This design comes from an exercise in tuning for small area and a short achievable clock period on the open sky130 flow, not from production work.
Function was not checked in any run shown here: the RTL went through the layout flow alone.

==> flow/design.v, too long to show whole: its modules and the start of the top module <==
// module fm_demod: 763 lines
module fm_demod (
    input  wire        clk,
    input  wire        rst,         
    input  wire        in_valid,
    input  wire [7:0]  in_i,
    input  wire [7:0]  in_q,
    output wire        out_valid,
    output wire [15:0] out_ph
);
  // ...
==> flow/flow/run.sh <==
#!/bin/bash
# The standard layout (the standard.sh, unchanged synthesis), except that the
# port buffers are sky130_fd_sc_hd__buf_2 cells instead of the delay buffer
# buffer_ports picks by default.  Each tool's output goes to its own log here.
set -euo pipefail
bash standard.sh synth > synth.log 2>&1
bash standard.sh "BUFFER_PORTS_ARGS=-buffer_cell sky130_fd_sc_hd__buf_2" finish > layout.log 2>&1
cp -r orfs/logs layout_logs 2>/dev/null || true
==> flow/standard.sh <==
#!/bin/bash
# synth_recipe.tcl (not shown) runs the flow's synth.tcl, then flattens the netlist and writes it again
# the make line also repeats each setting of config.mk as NAME=value (left out here)
make -C /OpenROAD-flow-scripts/flow DESIGN_CONFIG=/design/flow/config.mk WORK_HOME=/design/flow/orfs CLKGATE_MAP_FILE= SYNTH_SCRIPT=/design/flow/synth_recipe.tcl "${@:-finish}"
==> flow/config.mk <==
export PLATFORM = sky130hd
export DESIGN_NAME = fm_demod
export DESIGN_NICKNAME = fm_demod
export VERILOG_FILES = /design/flow/design.v
export SDC_FILE = /design/flow/constraint.sdc
export NUM_CORES = 4
export LEC_CHECK = 0
export ABC_AREA = 1
export CAP_MARGIN = 20
export CORE_MARGIN = 2
export CORE_UTILIZATION = 45
export SETUP_SLACK_MARGIN = 4.3
export SLEW_MARGIN = 20
==> flow/constraint.sdc <==
create_clock -name core_clock -period 7.0 [get_ports {clk}]
set_input_delay 1.4000 -clock core_clock [delete_from_list [all_inputs] [get_ports {clk}]]
set_output_delay 1.4000 -clock core_clock [all_outputs]
set_load 0.01 [all_outputs]
==> run_results.csv, run 1 <==
group,metric,value,unit
worst_setup_path,crit_buf_inv,4,
global_routing,use_met2,35.3,%
sta,clock_skew,0.0370,ns
worst_setup_path,cp-end-kind,"flip-flop",
global_routing,grt-busiest-layer,"met2",
logic_synthesis,yosysTopAreaCell,"dfxtp_1",
placed_design,dp.final_hpwl,96700,um
clock_tree,cts_buffer_depth,3,
routing,first_pass_iters,7,
worst_setup_path,slowest_delay,0.55,ns
logic_synthesis,synth_edf_count,28,
worst_setup_path,critPathLaunch,"prv_ao[2]$_DFFE_PP_",
floorplanning,fp.dieArea,112000,um^2
sta,slew_viol_final,0,
sta,setup_viol,0,
final_layout,n_antenna_cell,0,
logic_synthesis,syn_area,49400,um^2
logic_synthesis,yosys-top-cells-count,"1343 x nand2_1, 809 x inv_1, 783 x dfxtp_1",
worst_setup_path,path_delay_family,"adder cells",
logic_synthesis,synth_xor_area_share,14.2,%
floorplanning,die-width,335,um
final_layout,finish.utilization,51.4,%
sta,hold_viol,0,
worst_setup_path,critPathCapture,"imr1_r1[9]$_DFF_P_",
global_routing,grt_max_degree,35,
final_layout,multi_input_gates,4381,
routing,wl_per_cell,16.2,um
min_path,hold_class,"reg -> reg",
final_layout,seq_share,29.6,%
logic_synthesis,async_reset_ff_share,0,%
placed_design,dp.cells,7488,
routing,wl_met3,7310,um
final_layout,layout-drive-gt1-share,8.51,%
final_layout,layout.nonclk_buf_share,2.05,%
placed_design,placed_area,50900,um^2
status,status,"timing/DRC/antenna clean",
logic_synthesis,ys_seq_elements,811,
clock_tree,clkTransAtPathRegs,0.06,ns
clock_tree,clk_latency,0.68,ns
logic_synthesis,ys_types,50,
final_layout,multi_input_area,30000,um^2
==> run 2, diff against run 1 <==
--- a/flow/design.v
+++ b/flow/design.v
@@ -419,128 +419,134 @@
     wire qi_t357 = imr3_r1[15] ^ qi_t323 ^ qi_t322;
     wire qi_t358 = (imr3_r1[15] & qi_t323) | (imr3_r1[15] & qi_t322) | (qi_t323 & qi_t322);
     wire qi_t359 = imr3_r1[16] ^ qi_t325 ^ qi_t324;
     wire qi_t360 = (imr3_r1[16] & qi_t325) | (imr3_r1[16] & qi_t324) | (qi_t325 & qi_t324);
     wire [16:0] re_s = {qr_t291, qr_t289, qr_t287, qr_t285, qr_t283, qr_t281, qr_t279, qr_t277, qr_t275, qr_t273, qr_t271, qr_t269, qr_t267, qr_t265, qr_t263, qr_t261, qr_t259}, re_c = {qr_t290, qr_t288, qr_t286, qr_t284, qr_t282, qr_t280, qr_t278, qr_t276, qr_t274, qr_t272, qr_t270, qr_t268, qr_t266, qr_t264, qr_t262, qr_t260, qr_t225};
     wire [16:0] im_s = {qi_t359, qi_t357, qi_t355, qi_t353, qi_t351, qi_t349, qi_t347, qi_t345, qi_t343, qi_t341, qi_t339, qi_t337, qi_t335, qi_t333, qi_t331, qi_t329, qi_t327}, im_c = {qi_t358, qi_t356, qi_t354, qi_t352, qi_t350, qi_t348, qi_t346, qi_t344, qi_t342, qi_t340, qi_t338, qi_t336, qi_t334, qi_t332, qi_t330, qi_t328, qi_t293};
     wire signed [16:0] re_w = re_s + re_c;
     wire signed [16:0] im_w = im_s + im_c;
+    wire sr = re_w[16];
+    wire si = im_w[16];
+    wire imz = (im_w == 17'sd0);
+    wire [0:0] e1_w = sr;
+    wire [0:0] e2_w = si | (sr & imz);
+    wire [0:0] e4_w = ~(si | (sr & imz));
     reg signed [16:0] re_r2;
     always @(posedge clk) re_r2 <= re_w;
     reg signed [16:0] im_r2;
     always @(posedge clk) im_r2 <= im_w;
+    reg [0:0] e1_r2;
+    always @(posedge clk) e1_r2 <= e1_w;
+    reg [0:0] e2_r2;
+    always @(posedge clk) e2_r2 <= e2_w;
+    reg [0:0] e4_r2;
+    always @(posedge clk) e4_r2 <= e4_w;
     reg v2;
     always @(posedge clk) v2 <= rst ? 1'b0 : v1;
-    wire sr = re_r2[16];
-    wire si = im_r2[16];
-    wire imz = (im_r2 == 17'sd0);
-    wire fix = sr & imz;
-    wire [0:0] qn_w = si;
+    wire [0:0] qn_w = im_r2[16];
     wire signed [17:0] re_x = {re_r2[16], re_r2};
     wire signed [17:0] im_x = {im_r2[16], im_r2};
-    wire [15:0] y1a = (im_x ^ {18{sr}}) + (re_x ^ {18{~si}}) + {sr & ~si, sr ^ ~si};
-    wire [15:0] x_w = (re_x ^ {18{sr}}) + (im_x ^ {18{si}}) + {sr & si, sr ^ si};
-    wire signed [15:0] y_w = fix ? re_r2[15:0] : y1a;
-    wire [0:0] qs_w = sr;
-    wire [0:0] b0_w = fix | ~(sr ^ si);
+    wire [15:0] x_w = (re_x ^ {18{e1_r2}}) + (im_x ^ {18{e2_r2}}) + {e1_r2 & e2_r2, e1_r2 ^ e2_r2};
+    wire signed [15:0] y_w = (im_x ^ {18{e1_r2}}) + (re_x ^ {18{e4_r2}}) + {e1_r2 & e4_r2, e1_r2 ^ e4_r2};
+    wire b0_from_e = ~(e1_r2 ^ e2_r2);    
     reg [0:0] qn_r3;
     always @(posedge clk) qn_r3 <= qn_w;
     reg [15:0] x_r3;
     always @(posedge clk) x_r3 <= x_w;
     reg signed [15:0] y_r3;
     always @(posedge clk) y_r3 <= y_w;
     reg [0:0] qs_r3;
-    always @(posedge clk) qs_r3 <= qs_w;
+    always @(posedge clk) qs_r3 <= e1_r2;
     reg [0:0] b0_r3;
-    always @(posedge clk) b0_r3 <= b0_w;
+    always @(posedge clk) b0_r3 <= b0_from_e;
     reg v3;
     always @(posedge clk) v3 <= rst ? 1'b0 : v2;
     wire g1 = ~y_r3[15];    
     wire ng1 = y_r3[15];
     wire signed [15:0] ysh1 = y_r3;
     wire [16:0] xsh1 = x_r3;
-    wire [16:0] x_w496 = {x_r3, 1'b0} + ({{1{ysh1[15]}}, ysh1} ^ {17{ng1}}) + ng1;
-    wire signed [15:0] y_w497 = {y_r3, 1'b0} + ({1'b0, xsh1} ^ {18{g1}}) + g1;
+    wire [16:0] x_w504 = {x_r3, 1'b0} + ({{1{ysh1[15]}}, ysh1} ^ {17{ng1}}) + ng1;
+    wire signed [15:0] y_w505 = {y_r3, 1'b0} + ({1'b0, xsh1} ^ {18{g1}}) + g1;
     wire [0:0] b1_w = g1;
     reg [0:0] qn_r4;
     always @(posedge clk) qn_r4 <= qn_r3;
     reg [16:0] x_r4;
-    always @(posedge clk) x_r4 <= x_w496;
+    always @(posedge clk) x_r4 <= x_w504;
     reg signed [15:0] y_r4;
-    always @(posedge clk) y_r4 <= y_w497;
+    always @(posedge clk) y_r4 <= y_w505;
     reg [0:0] qs_r4;
     always @(posedge clk) qs_r4 <= qs_r3;
     reg [0:0] b0_r4;
     always @(posedge clk) b0_r4 <= b0_r3;
     reg [0:0] b1_r4;
     always @(posedge clk) b1_r4 <= b1_w;
     reg v4;
     always @(posedge clk) v4 <= rst ? 1'b0 : v3;
     wire g2 = ~y_r4[15];    
     wire ng2 = y_r4[15];
     wire signed [15:0] ysh2 = y_r4;
     wire [18:0] xsh2 = x_r4;
-    wire [18:0] x_w521 = {x_r4, 2'b0} + ({{3{ysh2[15]}}, ysh2} ^ {19{ng2}}) + ng2;
-    wire signed [17:0] y_w522 = {y_r4, 2'b0} + ({1'b0, xsh2} ^ {20{g2}}) + g2;
+    wire [18:0] x_w529 = {x_r4, 2'b0} + ({{3{ysh2[15]}}, ysh2} ^ {19{ng2}}) + ng2;
+    wire signed [17:0] y_w530 = {y_r4, 2'b0} + ({1'b0, xsh2} ^ {20{g2}}) + g2;
     wire [0:0] b2_w = g2;
     reg [0:0] qn_r5;
     always @(posedge clk) qn_r5 <= qn_r4;
     reg [18:0] x_r5;
-    always @(posedge clk) x_r5 <= x_w521;
+    always @(posedge clk) x_r5 <= x_w529;
     reg signed [17:0] y_r5;
-    always @(posedge clk) y_r5 <= y_w522;
+    always @(posedge clk) y_r5 <= y_w530;
     reg [0:0] qs_r5;
     always @(posedge clk) qs_r5 <= qs_r4;
     reg [0:0] b0_r5;
     always @(posedge clk) b0_r5 <= b0_r4;
     reg [0:0] b1_r5;
     always @(posedge clk) b1_r5 <= b1_r4;
     reg [0:0] b2_r5;
     always @(posedge clk) b2_r5 <= b2_w;
     reg v5;
     always @(posedge clk) v5 <= rst ? 1'b0 : v4;
     wire g3 = ~y_r5[17];    
     wire ng3 = y_r5[17];
     wire signed [17:0] ysh3 = (y_r5 >>> 2);
     wire [19:0] xsh3 = (x_r5 >> 2);
-    wire [19:0] x_w548 = {x_r5, 1'b0} + ({{2{ysh3[17]}}, ysh3} ^ {20{ng3}}) + ng3;
-    wire signed [17:0] y_w549 = {y_r5, 1'b0} + ({1'b0, xsh3} ^ {21{g3}}) + g3;
+    wire [19:0] x_w556 = {x_r5, 1'b0} + ({{2{ysh3[17]}}, ysh3} ^ {20{ng3}}) + ng3;
+    wire signed [17:0] y_w557 = {y_r5, 1'b0} + ({1'b0, xsh3} ^ {21{g3}}) + g3;
     wire [0:0] b3_w = g3;
     reg [0:0] qn_r6;
     always @(posedge clk) qn_r6 <= qn_r5;
     reg [19:0] x_r6;
-    always @(posedge clk) x_r6 <= x_w548;
+    always @(posedge clk) x_r6 <= x_w556;
     reg signed [17:0] y_r6;
-    always @(posedge clk) y_r6 <= y_w549;
+    always @(posedge clk) y_r6 <= y_w557;
     reg [0:0] qs_r6;
     always @(posedge clk) qs_r6 <= qs_r5;
     reg [0:0] b0_r6;
     always @(posedge clk) b0_r6 <= b0_r5;
     reg [0:0] b1_r6;
     always @(posedge clk) b1_r6 <= b1_r5;
     reg [0:0] b2_r6;
     always @(posedge clk) b2_r6 <= b2_r5;
     reg [0:0] b3_r6;
     always @(posedge clk) b3_r6 <= b3_w;
     reg v6;
     always @(posedge clk) v6 <= rst ? 1'b0 : v5;
     wire g4 = ~y_r6[17];    
     wire ng4 = y_r6[17];
     wire signed [17:0] ysh4 = (y_r6 >>> 4);
     wire [19:0] xsh4 = (x_r6 >> 4);
-    wire [19:0] x_w577 = x_r6 + ({{2{ysh4[17]}}, ysh4} ^ {20{ng4}}) + ng4;
-    wire signed [16:0] y_w578 = y_r6 + ({1'b0, xsh4} ^ {21{g4}}) + g4;
+    wire [19:0] x_w585 = x_r6 + ({{2{ysh4[17]}}, ysh4} ^ {20{ng4}}) + ng4;
+    wire signed [16:0] y_w586 = y_r6 + ({1'b0, xsh4} ^ {21{g4}}) + g4;
     wire [0:0] b4_w = g4;
     reg [0:0] qn_r7;
     always @(posedge clk) qn_r7 <= qn_r6;
     reg [19:0] x_r7;
-    always @(posedge clk) x_r7 <= x_w577;
+    always @(posedge clk) x_r7 <= x_w585;
     reg signed [16:0] y_r7;
-    always @(posedge clk) y_r7 <= y_w578;
+    always @(posedge clk) y_r7 <= y_w586;
     reg [0:0] qs_r7;
     always @(posedge clk) qs_r7 <= qs_r6;
     reg [0:0] b0_r7;
     always @(posedge clk) b0_r7 <= b0_r6;
     reg [0:0] b1_r7;
     always @(posedge clk) b1_r7 <= b1_r6;
     reg [0:0] b2_r7;
     always @(posedge clk) b2_r7 <= b2_r6;
@@ -549,25 +555,25 @@
     reg [0:0] b4_r7;
     always @(posedge clk) b4_r7 <= b4_w;
     reg v7;
     always @(posedge clk) v7 <= rst ? 1'b0 : v6;
     wire g5 = ~y_r7[16];    
     wire ng5 = y_r7[16];
     wire signed [16:0] ysh5 = (y_r7 >>> 5);
     wire [19:0] xsh5 = (x_r7 >> 5);
-    wire [19:0] x_w608 = x_r7 + ({{3{ysh5[16]}}, ysh5} ^ {20{ng5}}) + ng5;
-    wire signed [15:0] y_w609 = y_r7 + ({1'b0, xsh5} ^ {21{g5}}) + g5;
+    wire [19:0] x_w616 = x_r7 + ({{3{ysh5[16]}}, ysh5} ^ {20{ng5}}) + ng5;
+    wire signed [15:0] y_w617 = y_r7 + ({1'b0, xsh5} ^ {21{g5}}) + g5;
     wire [0:0] b5_w = g5;
     reg [0:0] qn_r8;
     always @(posedge clk) qn_r8 <= qn_r7;
     reg [19:0] x_r8;
-    always @(posedge clk) x_r8 <= x_w608;
+    always @(posedge clk) x_r8 <= x_w616;
     reg signed [15:0] y_r8;
-    always @(posedge clk) y_r8 <= y_w609;
+    always @(posedge clk) y_r8 <= y_w617;
     reg [0:0] qs_r8;
     always @(posedge clk) qs_r8 <= qs_r7;
     reg [0:0] b0_r8;
     always @(posedge clk) b0_r8 <= b0_r7;
     reg [0:0] b1_r8;
     always @(posedge clk) b1_r8 <= b1_r7;
     reg [0:0] b2_r8;
     always @(posedge clk) b2_r8 <= b2_r7;
@@ -578,25 +584,25 @@
     reg [0:0] b5_r8;
     always @(posedge clk) b5_r8 <= b5_w;
     reg v8;
     always @(posedge clk) v8 <= rst ? 1'b0 : v7;
     wire g6 = ~y_r8[15];    
     wire ng6 = y_r8[15];
     wire signed [15:0] ysh6 = (y_r8 >>> 6);
     wire [19:0] xsh6 = (x_r8 >> 6);
-    wire [19:0] x_w641 = x_r8 + ({{4{ysh6[15]}}, ysh6} ^ {20{ng6}}) + ng6;
-    wire signed [14:0] y_w642 = y_r8 + ({1'b0, xsh6} ^ {21{g6}}) + g6;
+    wire [19:0] x_w649 = x_r8 + ({{4{ysh6[15]}}, ysh6} ^ {20{ng6}}) + ng6;
+    wire signed [14:0] y_w650 = y_r8 + ({1'b0, xsh6} ^ {21{g6}}) + g6;
     wire [0:0] b6_w = g6;
     reg [0:0] qn_r9;
     always @(posedge clk) qn_r9 <= qn_r8;
     reg [19:0] x_r9;
-    always @(posedge clk) x_r9 <= x_w641;
+    always @(posedge clk) x_r9 <= x_w649;
     reg signed [14:0] y_r9;
-    always @(posedge clk) y_r9 <= y_w642;
+    always @(posedge clk) y_r9 <= y_w650;
     reg [0:0] qs_r9;
     always @(posedge clk) qs_r9 <= qs_r8;
     reg [0:0] b0_r9;
     always @(posedge clk) b0_r9 <= b0_r8;
     reg [0:0] b1_r9;
     always @(posedge clk) b1_r9 <= b1_r8;
     reg [0:0] b2_r9;
     always @(posedge clk) b2_r9 <= b2_r8;
@@ -605,159 +611,199 @@
     reg [0:0] b4_r9;
     always @(posedge clk) b4_r9 <= b4_r8;
     reg [0:0] b5_r9;
     always @(posedge clk) b5_r9 <= b5_r8;
     reg [0:0] b6_r9;
     always @(posedge clk) b6_r9 <= b6_w;
     reg v9;
     always @(posedge clk) v9 <= rst ? 1'b0 : v8;
-    wire [15:0] zp_w = {qs_r9 & qn_r9, qs_r9, 14'd0} + 16'd56444 + (b0_r9 ? 16'd8192 : 16'd0) + (b1_r9 ? 16'd4836 : 16'd0) + (b2_r9 ? 16'd2556 : 16'd0) + (b3_r9 ? 16'd1298 : 16'd0) + (b4_r9 ? 16'd652 : 16'd0) + (b5_r9 ? 16'd326 : 16'd0) + (b6_r9 ? 16'd162 : 16'd0);
-    wire [0:0] za_w = ~qs_r9 & b0_r9 & b1_r9 & b2_r9 & b3_r9 & b4_r9 & b5_r9 & b6_r9;
     wire g7 = ~y_r9[14];    
     wire ng7 = y_r9[14];
     wire signed [14:0] ysh7 = (y_r9 >>> 7);
     wire [19:0] xsh7 = (x_r9 >> 7);
-    wire [19:0] x_w680 = x_r9 + ({{5{ysh7[14]}}, ysh7} ^ {20{ng7}}) + ng7;
-    wire signed [13:0] y_w681 = y_r9 + ({1'b0, xsh7} ^ {21{g7}}) + g7;
+    wire [19:0] x_w684 = x_r9 + ({{5{ysh7[14]}}, ysh7} ^ {20{ng7}}) + ng7;
+    wire signed [13:0] y_w685 = y_r9 + ({1'b0, xsh7} ^ {21{g7}}) + g7;
     wire [0:0] b7_w = g7;
+    reg [0:0] qn_r10;
+    always @(posedge clk) qn_r10 <= qn_r9;
     reg [19:0] x_r10;
-    always @(posedge clk) x_r10 <= x_w680;
+    always @(posedge clk) x_r10 <= x_w684;
     reg signed [13:0] y_r10;
-    always @(posedge clk) y_r10 <= y_w681;
-    reg [15:0] zp_r10;
-    always @(posedge clk) zp_r10 <= zp_w;
-    reg [0:0] za_r10;
-    always @(posedge clk) za_r10 <= za_w;
+    always @(posedge clk) y_r10 <= y_w685;
+    reg [0:0] qs_r10;
+    always @(posedge clk) qs_r10 <= qs_r9;
+    reg [0:0] b0_r10;
+    always @(posedge clk) b0_r10 <= b0_r9;
+    reg [0:0] b1_r10;
+    always @(posedge clk) b1_r10 <= b1_r9;
+    reg [0:0] b2_r10;
+    always @(posedge clk) b2_r10 <= b2_r9;
+    reg [0:0] b3_r10;
+    always @(posedge clk) b3_r10 <= b3_r9;
+    reg [0:0] b4_r10;
+    always @(posedge clk) b4_r10 <= b4_r9;
+    reg [0:0] b5_r10;
+    always @(posedge clk) b5_r10 <= b5_r9;
+    reg [0:0] b6_r10;
+    always @(posedge clk) b6_r10 <= b6_r9;
     reg [0:0] b7_r10;
     always @(posedge clk) b7_r10 <= b7_w;
     reg v10;
     always @(posedge clk) v10 <= rst ? 1'b0 : v9;
     wire g8 = ~y_r10[13];    
     wire ng8 = y_r10[13];
     wire signed [13:0] ysh8 = (y_r10 >>> 8);
     wire [19:0] xsh8 = (x_r10 >> 8);
-    wire [19:0] x_w703 = x_r10 + ({{6{ysh8[13]}}, ysh8} ^ {20{ng8}}) + ng8;
-    wire signed [12:0] y_w704 = y_r10 + ({1'b0, xsh8} ^ {21{g8}}) + g8;
+    wire [19:0] x_w721 = x_r10 + ({{6{ysh8[13]}}, ysh8} ^ {20{ng8}}) + ng8;
+    wire signed [12:0] y_w722 = y_r10 + ({1'b0, xsh8} ^ {21{g8}}) + g8;
     wire [0:0] b8_w = g8;
+    reg [0:0] qn_r11;
+    always @(posedge clk) qn_r11 <= qn_r10;
     reg [19:0] x_r11;
-    always @(posedge clk) x_r11 <= x_w703;
+    always @(posedge clk) x_r11 <= x_w721;
     reg signed [12:0] y_r11;
-    always @(posedge clk) y_r11 <= y_w704;
-    reg [15:0] zp_r11;
-    always @(posedge clk) zp_r11 <= zp_r10;
-    reg [0:0] za_r11;
-    always @(posedge clk) za_r11 <= za_r10;
+    always @(posedge clk) y_r11 <= y_w722;
+    reg [0:0] qs_r11;
+    always @(posedge clk) qs_r11 <= qs_r10;
+    reg [0:0] b0_r11;
+    always @(posedge clk) b0_r11 <= b0_r10;
+    reg [0:0] b1_r11;
+    always @(posedge clk) b1_r11 <= b1_r10;
+    reg [0:0] b2_r11;
+    always @(posedge clk) b2_r11 <= b2_r10;
+    reg [0:0] b3_r11;
+    always @(posedge clk) b3_r11 <= b3_r10;
+    reg [0:0] b4_r11;
+    always @(posedge clk) b4_r11 <= b4_r10;
+    reg [0:0] b5_r11;
+    always @(posedge clk) b5_r11 <= b5_r10;
+    reg [0:0] b6_r11;
+    always @(posedge clk) b6_r11 <= b6_r10;
     reg [0:0] b7_r11;
     always @(posedge clk) b7_r11 <= b7_r10;
     reg [0:0] b8_r11;
     always @(posedge clk) b8_r11 <= b8_w;
     reg v11;
     always @(posedge clk) v11 <= rst ? 1'b0 : v10;
     wire g9 = ~y_r11[12];    
     wire ng9 = y_r11[12];
     wire signed [12:0] ysh9 = (y_r11 >>> 9);
     wire [19:0] xsh9 = (x_r11 >> 9);
-    wire [19:0] x_w728 = x_r11 + ({{7{ysh9[12]}}, ysh9} ^ {20{ng9}}) + ng9;
-    wire signed [11:0] y_w729 = y_r11 + ({1'b0, xsh9} ^ {21{g9}}) + g9;
+    wire [19:0] x_w760 = x_r11 + ({{7{ysh9[12]}}, ysh9} ^ {20{ng9}}) + ng9;
+    wire signed [11:0] y_w761 = y_r11 + ({1'b0, xsh9} ^ {21{g9}}) + g9;
     wire [0:0] b9_w = g9;
+    reg [0:0] qn_r12;
+    always @(posedge clk) qn_r12 <= qn_r11;
     reg [19:0] x_r12;
-    always @(posedge clk) x_r12 <= x_w728;
+    always @(posedge clk) x_r12 <= x_w760;
     reg signed [11:0] y_r12;
-    always @(posedge clk) y_r12 <= y_w729;
-    reg [15:0] zp_r12;
-    always @(posedge clk) zp_r12 <= zp_r11;
-    reg [0:0] za_r12;
-    always @(posedge clk) za_r12 <= za_r11;
+    always @(posedge clk) y_r12 <= y_w761;
+    reg [0:0] qs_r12;
+    always @(posedge clk) qs_r12 <= qs_r11;
+    reg [0:0] b0_r12;
+    always @(posedge clk) b0_r12 <= b0_r11;
+    reg [0:0] b1_r12;
+    always @(posedge clk) b1_r12 <= b1_r11;
+    reg [0:0] b2_r12;
+    always @(posedge clk) b2_r12 <= b2_r11;
+    reg [0:0] b3_r12;
+    always @(posedge clk) b3_r12 <= b3_r11;
+    reg [0:0] b4_r12;
+    always @(posedge clk) b4_r12 <= b4_r11;
+    reg [0:0] b5_r12;
+    always @(posedge clk) b5_r12 <= b5_r11;
+    reg [0:0] b6_r12;
+    always @(posedge clk) b6_r12 <= b6_r11;
     reg [0:0] b7_r12;
     always @(posedge clk) b7_r12 <= b7_r11;
     reg [0:0] b8_r12;
     always @(posedge clk) b8_r12 <= b8_r11;
     reg [0:0] b9_r12;
     always @(posedge clk) b9_r12 <= b9_w;
     reg v12;
     always @(posedge clk) v12 <= rst ? 1'b0 : v11;
+    wire [15:0] zp_w = {qs_r12 & qn_r12, qs_r12, 14'd0} + 16'd56444 + (b0_r12 ? 16'd8192 : 16'd0) + (b1_r12 ? 16'd4836 : 16'd0) + (b2_r12 ? 16'd2556 : 16'd0) + (b3_r12 ? 16'd1298 : 16'd0) + (b4_r12 ? 16'd652 : 16'd0) + (b5_r12 ? 16'd326 : 16'd0) + (b6_r12 ? 16'd162 : 16'd0) + (b7_r12 ? 16'd82 : 16'd0) + (b8_r12 ? 16'd40 : 16'd0) + (b9_r12 ? 16'd20 : 16'd0);
+    wire [0:0] za_w = ~qs_r12 & b0_r12 & b1_r12 & b2_r12 & b3_r12 & b4_r12 & b5_r12 & b6_r12 & b7_r12 & b8_r12 & b9_r12;
     wire g10 = ~y_r12[11];    
     wire ng10 = y_r12[11];
     wire signed [11:0] ysh10 = (y_r12 >>> 10);
     wire [19:0] xsh10 = (x_r12 >> 10);
-    wire [19:0] x_w755 = x_r12 + ({{8{ysh10[11]}}, ysh10} ^ {20{ng10}}) + ng10;
-    wire signed [10:0] y_w756 = y_r12 + ({1'b0, xsh10} ^ {21{g10}}) + g10;
+    wire [19:0] x_w805 = x_r12 + ({{8{ysh10[11]}}, ysh10} ^ {20{ng10}}) + ng10;
+    wire signed [10:0] y_w806 = y_r12 + ({1'b0, xsh10} ^ {21{g10}}) + g10;
     wire [0:0] b10_w = g10;
     reg [19:0] x_r13;
-    always @(posedge clk) x_r13 <= x_w755;
+    always @(posedge clk) x_r13 <= x_w805;
     reg signed [10:0] y_r13;
-    always @(posedge clk) y_r13 <= y_w756;
+    always @(posedge clk) y_r13 <= y_w806;
     reg [15:0] zp_r13;
-    always @(posedge clk) zp_r13 <= zp_r12;
+    always @(posedge clk) zp_r13 <= zp_w;
     reg [0:0] za_r13;
-    always @(posedge clk) za_r13 <= za_r12;
-    reg [0:0] b7_r13;
-    always @(posedge clk) b7_r13 <= b7_r12;
-    reg [0:0] b8_r13;
-    always @(posedge clk) b8_r13 <= b8_r12;
-    reg [0:0] b9_r13;
-    always @(posedge clk) b9_r13 <= b9_r12;
+    always @(posedge clk) za_r13 <= za_w;
     reg [0:0] b10_r13;
     always @(posedge clk) b10_r13 <= b10_w;
     reg v13;
     always @(posedge clk) v13 <= rst ? 1'b0 : v12;
-    wire [15:0] zp_w780 = zp_r13 + (b7_r13 ? 16'd82 : 16'd0) + (b8_r13 ? 16'd40 : 16'd0) + (b9_r13 ? 16'd20 : 16'd0) + (b10_r13 ? 16'd10 : 16'd0);
-    wire [0:0] za_w781 = za_r13 & b7_r13 & b8_r13 & b9_r13 & b10_r13;
     wire g11 = ~y_r13[10];    
     wire ng11 = y_r13[10];
     wire signed [10:0] ysh11 = (y_r13 >>> 11);
     wire [19:0] xsh11 = (x_r13 >> 11);
-    wire [19:0] x_w788 = x_r13 + ({{9{ysh11[10]}}, ysh11} ^ {20{ng11}}) + ng11;
-    wire signed [9:0] y_w789 = y_r13 + ({1'b0, xsh11} ^ {21{g11}}) + g11;
+    wire [19:0] x_w828 = x_r13 + ({{9{ysh11[10]}}, ysh11} ^ {20{ng11}}) + ng11;
+    wire signed [9:0] y_w829 = y_r13 + ({1'b0, xsh11} ^ {21{g11}}) + g11;
     wire [0:0] b11_w = g11;
     reg [19:0] x_r14;
-    always @(posedge clk) x_r14 <= x_w788;
+    always @(posedge clk) x_r14 <= x_w828;
     reg signed [9:0] y_r14;
-    always @(posedge clk) y_r14 <= y_w789;
+    always @(posedge clk) y_r14 <= y_w829;
     reg [15:0] zp_r14;
-    always @(posedge clk) zp_r14 <= zp_w780;
+    always @(posedge clk) zp_r14 <= zp_r13;
     reg [0:0] za_r14;
-    always @(posedge clk) za_r14 <= za_w781;
+    always @(posedge clk) za_r14 <= za_r13;
+    reg [0:0] b10_r14;
+    always @(posedge clk) b10_r14 <= b10_r13;
     reg [0:0] b11_r14;
     always @(posedge clk) b11_r14 <= b11_w;
     reg v14;
     always @(posedge clk) v14 <= rst ? 1'b0 : v13;
     wire g12 = ~y_r14[9];    
     wire ng12 = y_r14[9];
     wire signed [9:0] ysh12 = (y_r14 >>> 12);
     wire [19:0] xsh12 = (x_r14 >> 12);
-    wire signed [8:0] y_w811 = y_r14 + ({1'b0, xsh12} ^ {21{g12}}) + g12;
+    wire signed [8:0] y_w853 = y_r14 + ({1'b0, xsh12} ^ {21{g12}}) + g12;
     wire [0:0] b12_w = g12;
     reg signed [8:0] y_r15;
-    always @(posedge clk) y_r15 <= y_w811;
+    always @(posedge clk) y_r15 <= y_w853;
     reg [15:0] zp_r15;
     always @(posedge clk) zp_r15 <= zp_r14;
     reg [0:0] za_r15;
     always @(posedge clk) za_r15 <= za_r14;
+    reg [0:0] b10_r15;
+    always @(posedge clk) b10_r15 <= b10_r14;
     reg [0:0] b11_r15;
     always @(posedge clk) b11_r15 <= b11_r14;
     reg [0:0] b12_r15;
     always @(posedge clk) b12_r15 <= b12_w;
     reg v15;
     always @(posedge clk) v15 <= rst ? 1'b0 : v14;
     wire [0:0] b13_w = ~y_r15[8];
     reg [15:0] zp_r16;
     always @(posedge clk) zp_r16 <= zp_r15;
     reg [0:0] za_r16;
     always @(posedge clk) za_r16 <= za_r15;
+    reg [0:0] b10_r16;
+    always @(posedge clk) b10_r16 <= b10_r15;
     reg [0:0] b11_r16;
     always @(posedge clk) b11_r16 <= b11_r15;
     reg [0:0] b12_r16;
     always @(posedge clk) b12_r16 <= b12_r15;
     reg [0:0] b13_r16;
     always @(posedge clk) b13_r16 <= b13_w;
     reg v16;
     always @(posedge clk) v16 <= rst ? 1'b0 : v15;
-    wire [15:0] zsum = zp_r16 + (b11_r16 ? 16'd6 : 16'd0) + (b12_r16 ? 16'd2 : 16'd0) + (b13_r16 ? 16'd2 : 16'd0);
-    wire zero = za_r16 & b11_r16 & b12_r16 & b13_r16;
+    wire [15:0] zsum = zp_r16 + (b10_r16 ? 16'd10 : 16'd0) + (b11_r16 ? 16'd6 : 16'd0) + (b12_r16 ? 16'd2 : 16'd0) + (b13_r16 ? 16'd2 : 16'd0);
+    wire zero = za_r16 & b10_r16 & b11_r16 & b12_r16 & b13_r16;
     reg [15:0] ph_r;
     reg        vo;
     always @(posedge clk) ph_r <= zero ? 16'd0 : zsum;
     always @(posedge clk) vo <= rst ? 1'b0 : v16;
     assign out_valid = vo;
     assign out_ph    = ph_r;
 endmodule
==> flow/run.sh (new file) <==
#!/bin/bash
# synth_recipe.tcl (not shown) runs the flow's synth.tcl, then flattens the netlist and writes it again
# the make line also repeats each setting of config.mk as NAME=value (left out here)
make -C /OpenROAD-flow-scripts/flow DESIGN_CONFIG=/design/flow/config.mk WORK_HOME=/design/flow/orfs CLKGATE_MAP_FILE= SYNTH_SCRIPT=/design/flow/synth_recipe.tcl finish
==> flow/config.mk (replaced) <==
export PLATFORM = sky130hd
export DESIGN_NAME = fm_demod
export DESIGN_NICKNAME = fm_demod
export VERILOG_FILES = /design/flow/design.v
export SDC_FILE = /design/flow/constraint.sdc
export NUM_CORES = 4
export LEC_CHECK = 0
export ABC_AREA = 1
export CAP_MARGIN = 20
export CORE_MARGIN = 2
export CORE_UTILIZATION = 45
export SETUP_SLACK_MARGIN = 4.0
export SLEW_MARGIN = 20
removed: flow/flow/run.sh
removed: flow/standard.sh
==> run_results.csv, run 2 <==
group,metric,value,unit
status,status,"timing/DRC/antenna clean",
logic_synthesis,syn_area,44600,um^2
clock_tree,numClockSinks,792,
floorplanning,io_pins,36,
sta,rsz0062_at_grt,"true",
sta,fin_tns_setup,0,ns
routing,routed_via_density,4.98,
sta,fin_crit_sh,42.6,%
worst_setup_path,crit_buf_inv,2,
placed_design,dp.final_hpwl,77600,um
placed_design,gp_congestion,0.894,
final_layout,layout_commonest_cell,"dfxtp_1",
logic_synthesis,async_reset_ff_share,0,%
worst_setup_path,worst_path_max_delay_cell,"fa_1",
placed_design,io_buffers,34,
floorplanning,fp.dieArea,102000,um^2
clock_tree,root_buffer,"clkbuf_16",
worst_setup_path,r2r_end,"zp_r13[13]$_DFF_P_",
sta,worstMarginPinSlew,1.01,ns
worst_setup_path,crit_fanout,7,
placed_design,dp.cells,6169,
worst_setup_path,critPathCapture,"zp_r13[13]$_DFF_P_",
floorplanning,die_h,319,um
global_routing,grt_pass1_wl,164000,um
clock_tree,clk_latency,0.68,ns
final_layout,finish.utilization,51.3,%
sta,setup_viol,0,
global_routing,grt.overflow.total,0,
worst_setup_path,crit_chain,"buf_6 -> fa_1 -> fa_1 -> ha_4 -> ha_4 -> a21oi_1 -> inv_1 -> a31oi_1 -> o311ai_1 -> xor2_1",
final_layout,num-nets-final,5629,
min_path,holdPathStages,0,
floorplanning,row_count,115,
final_layout,layout-drive-gt1-share,7.96,%
floorplanning,die-width,319,um
logic_synthesis,synth_nets,5541,
floorplanning,core-area,98400,um^2
min_path,hold_class,"reg -> reg",
job,cap_violations,0,
sta,clock_skew,0.0480,ns
routing,wl_per_cell,15.9,um
worst_setup_path,slowest_delay,0.54,ns
logic_synthesis,yosysTopAreaCell,"dfxtp_1",
sta,worst_slack,4.02,ns
final_layout,instances_no_fill,6391,
sta,hold_viol,0,
routing,remaining_drc_errors,0,
sta,min_period,2.98,ns
clock_tree,cts_buffer_depth,3,
global_routing,grt_max_degree,35,
worst_setup_path,rr_startpoint,"b2_r12$_DFF_P_",
final_layout,mostFrequentLayoutCells,"744 x dfxtp_1, 701 x nand2_1, 628 x xor2_1",
worst_setup_path,cp.required,7.50,ns
logic_synthesis,ys_types,56,
logic_synthesis,ys_seq_elements,792,
worst_setup_path,path_delay_family,"adder cells",
worst_setup_path,cp-end-kind,"flip-flop",
routing,drtAntennaViolNets,0,
sta,slew_viol_final,0,
final_layout,area.sequential,16200,um^2
clock_tree,clkTransAtPathRegs,0.06,ns
worst_setup_path,worstSetupPathType,"reg -> reg",
placed_design,pre_cts_ws,3.08,ns
global_routing,grt_pass1_vias,31800,
routing,drt_wl_total,101000,um
clock_tree,tritoncts,"done",
logic_synthesis,synth_area_leaders,"dfxtp_1 34%, xor2_1 12%, ha_1 11%",
logic_synthesis,synth_top_cell_area_share,34.3,%
routing,first_pass_iters,6,
logic_synthesis,synth_seq_area_share,36.1,%
worst_setup_path,critical_path_depth,10,
logic_synthesis,yosysWarnings,1,
logic_synthesis,synth_ff_type,"dfxtp_1",
worst_setup_path,startpoint_type,"flip-flop",
worst_setup_path,critPathLaunch,"b2_r12$_DFF_P_",
final_layout,multi_input_area,26500,um^2
floorplanning,start_util,45.4,%
worst_setup_path,rrSetupSlack,4.02,ns
final_layout,syn2layout_area_growth,13.1,%
routing,drt_iter0_drc,1871,
clock_tree,cts.htree.levels,3,
logic_synthesis,post-synth-top-count-cell,"dfxtp_1",
sta,slew_headroom,32.6,%
logic_synthesis,synth_cells,4943,
logic_synthesis,syn-mean-instance-area,9.03,um^2
worst_setup_path,cp_data_arrival_time,3.49,ns
global_routing,antenna_found_initial,0,
routing,vias,31900,
logic_synthesis,synth_edf_count,28,
clock_tree,cts_hold_buf,0,
clock_tree,cts_buffers,88,
worst_setup_path,r2r_cells,10,
final_layout,fillers,9086,
logic_synthesis,yosys-top-cells-count,"764 x dfxtp_1, 734 x nand2_1, 629 x xor2_1",
sta,max_freq,335,MHz
global_routing,grt.total_usage,19.9,%
-- run 2: changes by cell type after synthesis, sizes merged, moves of 16 or more --
cell and delta:
nor3 -39, dfxtp -19, inv -267, o21ai +23
nor2 -173, nand4 -37, xnor2 +17, nand3 -181
xor2 +74, buf -23, o21bai -16, nand2 -609
a21oi +26
-- run 2: what timing repair did --
item | CTS | global route
gates resized for setup | 86 | 105
pin swaps | 18 | 33
setup endpoints to repair | 74 | 81
setup buffers | 26 | 32
cloned | 1 | 0
-- run 2: kinds of logic (layout without fill, tap and decap cells) --
kind of cell / after synthesis / count (layout) / synth area share, %
and+or+nand+nor: 1266 / 1267 / 11.9
xor gates and xnor gates: 894 / 894 / 17.6
DFF: 792 / 792 / 36.1
AOI/OAI and AO/OA: 729 / 729 / 9.35
buffers and inverters: 682 / 841 / 5.88
adders and majority gates: 579 / 579 / 19.2
other: 1 / 2 / 0.00840
-- run 2: layer usage --
metal / vias to the layer above / share of wire [%] / global-route usage, %
met1: 14800 / 45 / 25.2
li1: 16200 / - / -
met4: 0 / 2.8 / 6.67
met2: 668 / 48 / 34.4
met3: 179 / 4.6 / 3.28
met5: - / 0 / 0
-- run 2: final cells by class --
| class | instances | area share (%) |
|---|---|---|
| Tap cell | 1287 | 3.19 |
| Antenna cell | 1 | 0.00495 |
| Multi-Input combinational cell | 3470 | 52.4 |
| Inverter | 574 | 4.42 |
| Clock inverter | 45 | 1.27 |
| Sequential cell | 792 | 32.0 |
| Clock buffer | 117 | 4.91 |
| Timing Repair Buffer | 105 | 1.77 |
-- run 2: stage by stage --
stage	cell area, um^2	hold slack (ns)
final	50500	0.297
after global routing	50500	0.301
after CTS	49900	0.291
after detailed placement	46200	0.312
after global placement	46200	0.310
after floorplan	44700	0.310
-- run 2: how the worst min path moves through the flow --
stage | from | to
2_1_floorplan | b1_r11$_DFF_P_ | b1_r12$_DFF_P_
3_3_place_gp | zp_r15[13]$_DFF_P_ | zp_r16[13]$_DFF_P_
3_5_place_dp | b1_r11$_DFF_P_ | b1_r12$_DFF_P_
4_1_cts | zp_r15[11]$_DFF_P_ | zp_r16[11]$_DFF_P_
5_1_grt | zp_r15[11]$_DFF_P_ | zp_r16[11]$_DFF_P_
6_report | zp_r15[11]$_DFF_P_ | zp_r16[11]$_DFF_P_

separate check: timing with driven ports:
No port has a modelled driver above. Below, the same layouts with a new extraction and two added sets of constraints.
Step 1: set_driving_cell puts a clkbuf_16 on clk and a buf_2 on each other input, an assumption about the parent block.
Step 2 times the ports against the registers' clock, not the clock port: input delays grow and output delays shrink by t, the midpoint of the rising clock arrivals with the driver on.
Three values: ideal ports, drivers, drivers and shift; two values: the first two.
run | shift t [ns] | setup slack, ns | hold WS [ns] | worst setup path at the end
run 1 | 0.725 | 4.127 / 4.127 / 4.071 | 0.309 / 0.309 / 0.309 | input to register
run 2 | 0.728 | 4.017 / 4.001 / 3.501 | 0.297 / 0.297 / 0.297 | input to register
After both steps setup and hold are still met in every run listed. The setup slack of run 2, which loses most, moves by -0.016 ns with the drivers and by -0.516 ns with both steps.
